Background: an optimization exercise with open tools, aiming at small area. Do not read the settings as production practice. At most, simulation tests tie the RTL to the original design; equivalence was not proved.

==> inputs of fjord <==
==> flow/design.v (excerpt) <==
module epd_ctrl (
    input  wire        clk,
    input  wire        rst,
    input  wire        bus_valid,
    input  wire        bus_write,
    input  wire [2:0]  bus_addr,
    input  wire [31:0] bus_wdata,
    output wire        bus_ready,
    output reg  [31:0] bus_rdata,
    output wire        pin_drv_en,
    output wire        pin_vdd,
    output wire        pin_vneg,
    output wire        pin_vpos,
    output wire        pin_le,
    output wire        pin_oe,
    output wire        pin_cl,
    output wire        pin_sph,
    output wire [7:0]  pin_d,
    output wire        pin_ckv,
    output wire        pin_gmode,
    output wire        pin_spv
);
    localparam N = 6;
    localparam [1:0] PWR_ON = 2'd3;
    localparam OP_NONE   = 4'd15;
    localparam OP_SET    = 4'd0;
    localparam OP_QCLK   = 4'd2;
    localparam OP_VSTART = 4'd3;
    localparam OP_VSTOP  = 4'd4;
    localparam OP_VWRITE = 4'd5;
    localparam OP_VSKIP  = 4'd6;
    localparam OP_VBULK  = 4'd7;
    localparam OP_HSTART = 4'd8;
    localparam OP_HWRITE = 4'd9;
    localparam OP_HSTOP  = 4'd10;
  ...
export LEC_CHECK = 0
export ABC_AREA = 1
export CAP_MARGIN = 20
export CORE_MARGIN = 2
export CORE_UTILIZATION = 40
export CTS_BUF_LIST = sky130_fd_sc_hd__clkbuf_4 sky130_fd_sc_hd__clkbuf_8
export CTS_CLUSTER_DIAMETER = 60
export CTS_CLUSTER_SIZE = 16
export PLACE_DENSITY = 0.6
export SLEW_MARGIN = 20
create_clock -name core_clock -period 10.0 [get_ports {clk}]
run.sh (not shown) runs the stock make flow with config.mk's settings and CLKGATE_MAP_FILE= SYNTH_SCRIPT=/design/flow/synth_recipe.tcl, a recipe that flattens the netlist after the stock synthesis.
==> inputs of harbor, as changes to fjord <==
--- a/flow/design.v
+++ b/flow/design.v
@@ -1,120 +1,5 @@
-module epd_scan (
-    input  wire       clk,
-    input  wire       rst,
-    input  wire [3:0] op,
-    input  wire [4:0] arg,         
-    input  wire [4:0] t,
-    input  wire [7:0] hw_byte,     
-    output reg        vdd,
-    output reg        vneg,
-    output reg        vpos,
-    output reg        le,
-    output reg        oe,
-    output reg        cl,
-    output reg        sph,
-    output reg  [7:0] d,
-    output reg        ckv,
-    output reg        gmode,
-    output reg        spv
-);
-    localparam OP_NONE   = 4'd15;
-    localparam OP_SET    = 4'd0;
-    localparam OP_QCLK   = 4'd2;
-    localparam OP_VSTART = 4'd3;
-    localparam OP_VSTOP  = 4'd4;
-    localparam OP_VWRITE = 4'd5;
-    localparam OP_VSKIP  = 4'd6;
-    localparam OP_VBULK  = 4'd7;
-    localparam OP_HSTART = 4'd8;
-    localparam OP_HWRITE = 4'd9;
-    localparam OP_HSTOP  = 4'd10;
-    localparam OP_GROUND = 4'd11;
-    always @(posedge clk) begin
-        if (rst) begin
-            vdd <= 1'b0; vneg <= 1'b0; vpos <= 1'b0; le <= 1'b0; oe <= 1'b0;
-            cl <= 1'b0; sph <= 1'b0; d <= 8'h00; ckv <= 1'b0; gmode <= 1'b0; spv <= 1'b0;
-        end else begin
-            case (op)
-                OP_SET: if (t == 5'd2) begin
-                    case (arg[4:1])
-                        4'd0: vdd  <= arg[0];
-                        4'd1: vneg <= arg[0];
-                        4'd2: vpos <= arg[0];
-                        default: oe <= arg[0];
-                    endcase
-                end
-                OP_GROUND: case (t)
-                    5'd2: le    <= 1'b0;
-                    5'd3: oe    <= 1'b0;
-                    5'd4: cl    <= 1'b0;
-                    5'd5: sph   <= 1'b0;
-                    5'd6: d     <= 8'h00;
-                    5'd7: ckv   <= 1'b0;
-                    5'd8: gmode <= 1'b0;
-                    5'd9: spv   <= 1'b0;
-                    default: ;
-                endcase
-                OP_HSTART: case (t)
-                    5'd2: le  <= 1'b0;
-                    5'd3: oe  <= 1'b0;
-                    5'd4: sph <= 1'b0;
-                    default: ;
-                endcase
-                OP_HWRITE: case (t)
-                    5'd2: d  <= hw_byte;
-                    5'd4: cl <= 1'b1;
-                    5'd6: cl <= 1'b0;
-                    default: ;
-                endcase
-                OP_HSTOP: case (t)
-                    5'd2: le  <= 1'b1;
-                    5'd4: le  <= 1'b0;
-                    5'd5: sph <= 1'b1;
-                    default: ;
-                endcase
-                OP_VSTART: case (t)
-                    5'd2: gmode <= 1'b1;
-                    5'd3, 5'd8, 5'd13: ckv <= 1'b1;
-                    5'd5, 5'd10, 5'd15: ckv <= 1'b0;
-                    5'd7: spv <= 1'b0;
-                    5'd12: spv <= 1'b1;
-                    default: ;
-                endcase
-                OP_VSTOP: begin
-                    if (t == 5'd2) gmode <= 1'b0;
-                    else if (t[0] && t >= 5'd3 && t <= 5'd21) ckv <= t[1];
-                end
-                OP_QCLK: case (t)
-                    5'd2: ckv <= 1'b1;
-                    5'd4: ckv <= 1'b0;
-                    default: ;
-                endcase
-                OP_VWRITE: case (t)
-                    5'd2: ckv <= 1'b1;
-                    5'd3: oe  <= 1'b1;
-                    5'd9: oe  <= 1'b0;
-                    5'd10: ckv <= 1'b0;
-                    default: ;
-                endcase
-                OP_VSKIP: case (t)
-                    5'd2: ckv <= 1'b1;
-                    5'd3: oe  <= 1'b1;
-                    5'd5: oe  <= 1'b0;
-                    5'd6: ckv <= 1'b0;
-                    default: ;
-                endcase
-                OP_VBULK: case (t)
-                    5'd2: ckv <= 1'b1;
-                    5'd11: ckv <= 1'b0;
-                    default: ;
-                endcase
-                default: ;
-            endcase
-        end
-    end
-endmodule
 module epd_ctrl (
     input  wire        clk,
     input  wire        rst,
     input  wire        bus_valid,
     input  wire        bus_write,
@@ -265,17 +150,107 @@
             default: ;
         endcase
     end
     wire last = (t == s_end);
     wire [7:0] hw_byte;
-    epd_scan u_scan (
-        .clk(clk), .rst(rst),
-        .op(s_op), .arg(s_arg), .t(t[4:0]), .hw_byte(hw_byte),
-        .vdd(pin_vdd), .vneg(pin_vneg), .vpos(pin_vpos), .le(pin_le), .oe(pin_oe),
-        .cl(pin_cl), .sph(pin_sph), .d(pin_d), .ckv(pin_ckv), .gmode(pin_gmode),
-        .spv(pin_spv)
-    );
+    wire [4:0] t5 = t[4:0];
+    reg vdd, vneg, vpos, le, oe, cl, sph, ckv, gmode, spv;
+    reg [7:0] d;
+    assign pin_vdd = vdd;
+    assign pin_vneg = vneg;
+    assign pin_vpos = vpos;
+    assign pin_le = le;
+    assign pin_oe = oe;
+    assign pin_cl = cl;
+    assign pin_sph = sph;
+    assign pin_d = d;
+    assign pin_ckv = ckv;
+    assign pin_gmode = gmode;
+    assign pin_spv = spv;
+    always @(posedge clk) begin
+        if (rst) begin
+            vdd <= 1'b0; vneg <= 1'b0; vpos <= 1'b0; le <= 1'b0; oe <= 1'b0;
+            cl <= 1'b0; sph <= 1'b0; d <= 8'h00; ckv <= 1'b0; gmode <= 1'b0; spv <= 1'b0;
+        end else begin
+            case (s_op)
+                OP_SET: if (t5 == 5'd2) begin
+                    case (s_arg[4:1])
+                        4'd0: vdd  <= s_arg[0];
+                        4'd1: vneg <= s_arg[0];
+                        4'd2: vpos <= s_arg[0];
+                        default: oe <= s_arg[0];
+                    endcase
+                end
+                OP_GROUND: case (t5)
+                    5'd2: le    <= 1'b0;
+                    5'd3: oe    <= 1'b0;
+                    5'd4: cl    <= 1'b0;
+                    5'd5: sph   <= 1'b0;
+                    5'd6: d     <= 8'h00;
+                    5'd7: ckv   <= 1'b0;
+                    5'd8: gmode <= 1'b0;
+                    5'd9: spv   <= 1'b0;
+                    default: ;
+                endcase
+                OP_HSTART: case (t5)
+                    5'd2: le  <= 1'b0;
+                    5'd3: oe  <= 1'b0;
+                    5'd4: sph <= 1'b0;
+                    default: ;
+                endcase
+                OP_HWRITE: case (t5)
+                    5'd2: d  <= hw_byte;
+                    5'd4: cl <= 1'b1;
+                    5'd6: cl <= 1'b0;
+                    default: ;
+                endcase
+                OP_HSTOP: case (t5)
+                    5'd2: le  <= 1'b1;
+                    5'd4: le  <= 1'b0;
+                    5'd5: sph <= 1'b1;
+                    default: ;
+                endcase
+                OP_VSTART: case (t5)
+                    5'd2: gmode <= 1'b1;
+                    5'd3, 5'd8, 5'd13: ckv <= 1'b1;
+                    5'd5, 5'd10, 5'd15: ckv <= 1'b0;
+                    5'd7: spv <= 1'b0;
+                    5'd12: spv <= 1'b1;
+                    default: ;
+                endcase
+                OP_VSTOP: begin
+                    if (t5 == 5'd2) gmode <= 1'b0;
+                    else if (t5[0] && t5 >= 5'd3 && t5 <= 5'd21) ckv <= t5[1];
+                end
+                OP_QCLK: case (t5)
+                    5'd2: ckv <= 1'b1;
+                    5'd4: ckv <= 1'b0;
+                    default: ;
+                endcase
+                OP_VWRITE: case (t5)
+                    5'd2: ckv <= 1'b1;
+                    5'd3: oe  <= 1'b1;
+                    5'd9: oe  <= 1'b0;
+                    5'd10: ckv <= 1'b0;
+                    default: ;
+                endcase
+                OP_VSKIP: case (t5)
+                    5'd2: ckv <= 1'b1;
+                    5'd3: oe  <= 1'b1;
+                    5'd5: oe  <= 1'b0;
+                    5'd6: ckv <= 1'b0;
+                    default: ;
+                endcase
+                OP_VBULK: case (t5)
+                    5'd2: ckv <= 1'b1;
+                    5'd11: ckv <= 1'b0;
+                    default: ;
+                endcase
+                default: ;
+            endcase
+        end
+    end
     assign pin_drv_en = drv_en;
     wire busy = (state != S_IDLE);
     wire cmd_wr = bus_valid && bus_write && (bus_addr == 3'd0);
     assign bus_ready = !(cmd_wr && busy);
     wire [31:0] status = {7'd0, drv_en, 5'd0, cursor, 6'd0, err_noinit, err_illegal,
==> flow_metrics.tcl <==
set metrics [dict create \
    buffers 111 \
    sh_seq_area_pct 60.54 \
    routed_via_density 4.858 \
    drive_gt1_share_pct 4.789 \
    max_slew_margin_pct 24.39 \
    clockPowerShare_pct 25.2 \
    first_iter_violations 2689 \
    rr_endpoint "q2[168]$_DFF_P_" \
    path_depth 30 \
    cp.required_ns 10.70 \
    grt_pass1_vias 30870 \
    clock_skew_ns 0.06117 \
    status "no timing/DRC/antenna violations" \
    synth_common_cells "nand2_1, dfxtp_1, inv_1" \
    wl_per_cell_um 18.18 \
]
[end of results for harbor]
==> flow_metrics.tcl <==
set metrics [dict create \
    status "no timing/DRC/antenna violations" \
    sh_seq_area_pct 60.21 \
    path_depth 33 \
    clock_skew_ns 0.06094 \
    max_slew_margin_pct 28.53 \
    buffers 104 \
    clockPowerShare_pct 26.1 \
    first_iter_violations 2745 \
    cp.required_ns 10.72 \
]
[end of results for fjord]
For fjord, only the layout was checked, not whether the RTL still works.

[separate check: timing with driven ports]
In the flow no input, the clock included, has a driving cell. The finished layouts below were timed again as built, in two steps. Step 1 assumes that a clkbuf_16 drives the clock port and a buf_2 every other input. Step 2 adds t to the input delays and takes it off the output delays; t is the mean of the earliest and latest rising clock arrival at the registers after step 1. Input paths then give back, and output paths get back, about the clock's delay inside the block. Three values: ideal, step 1, step 2; two values: the first two.
| run | t (ns) | setup slack, ns | hold slack, ns |
|---|---|---|---|
| fjord | 0.867 | 2.785 / 2.785 / 2.785 | 0.307 / 0.307 / 0.307 |
| harbor | 0.833 | 3.073 / 3.073 / 3.073 | 0.298 / 0.298 / 0.298 |
After both steps every run listed still meets setup and hold.
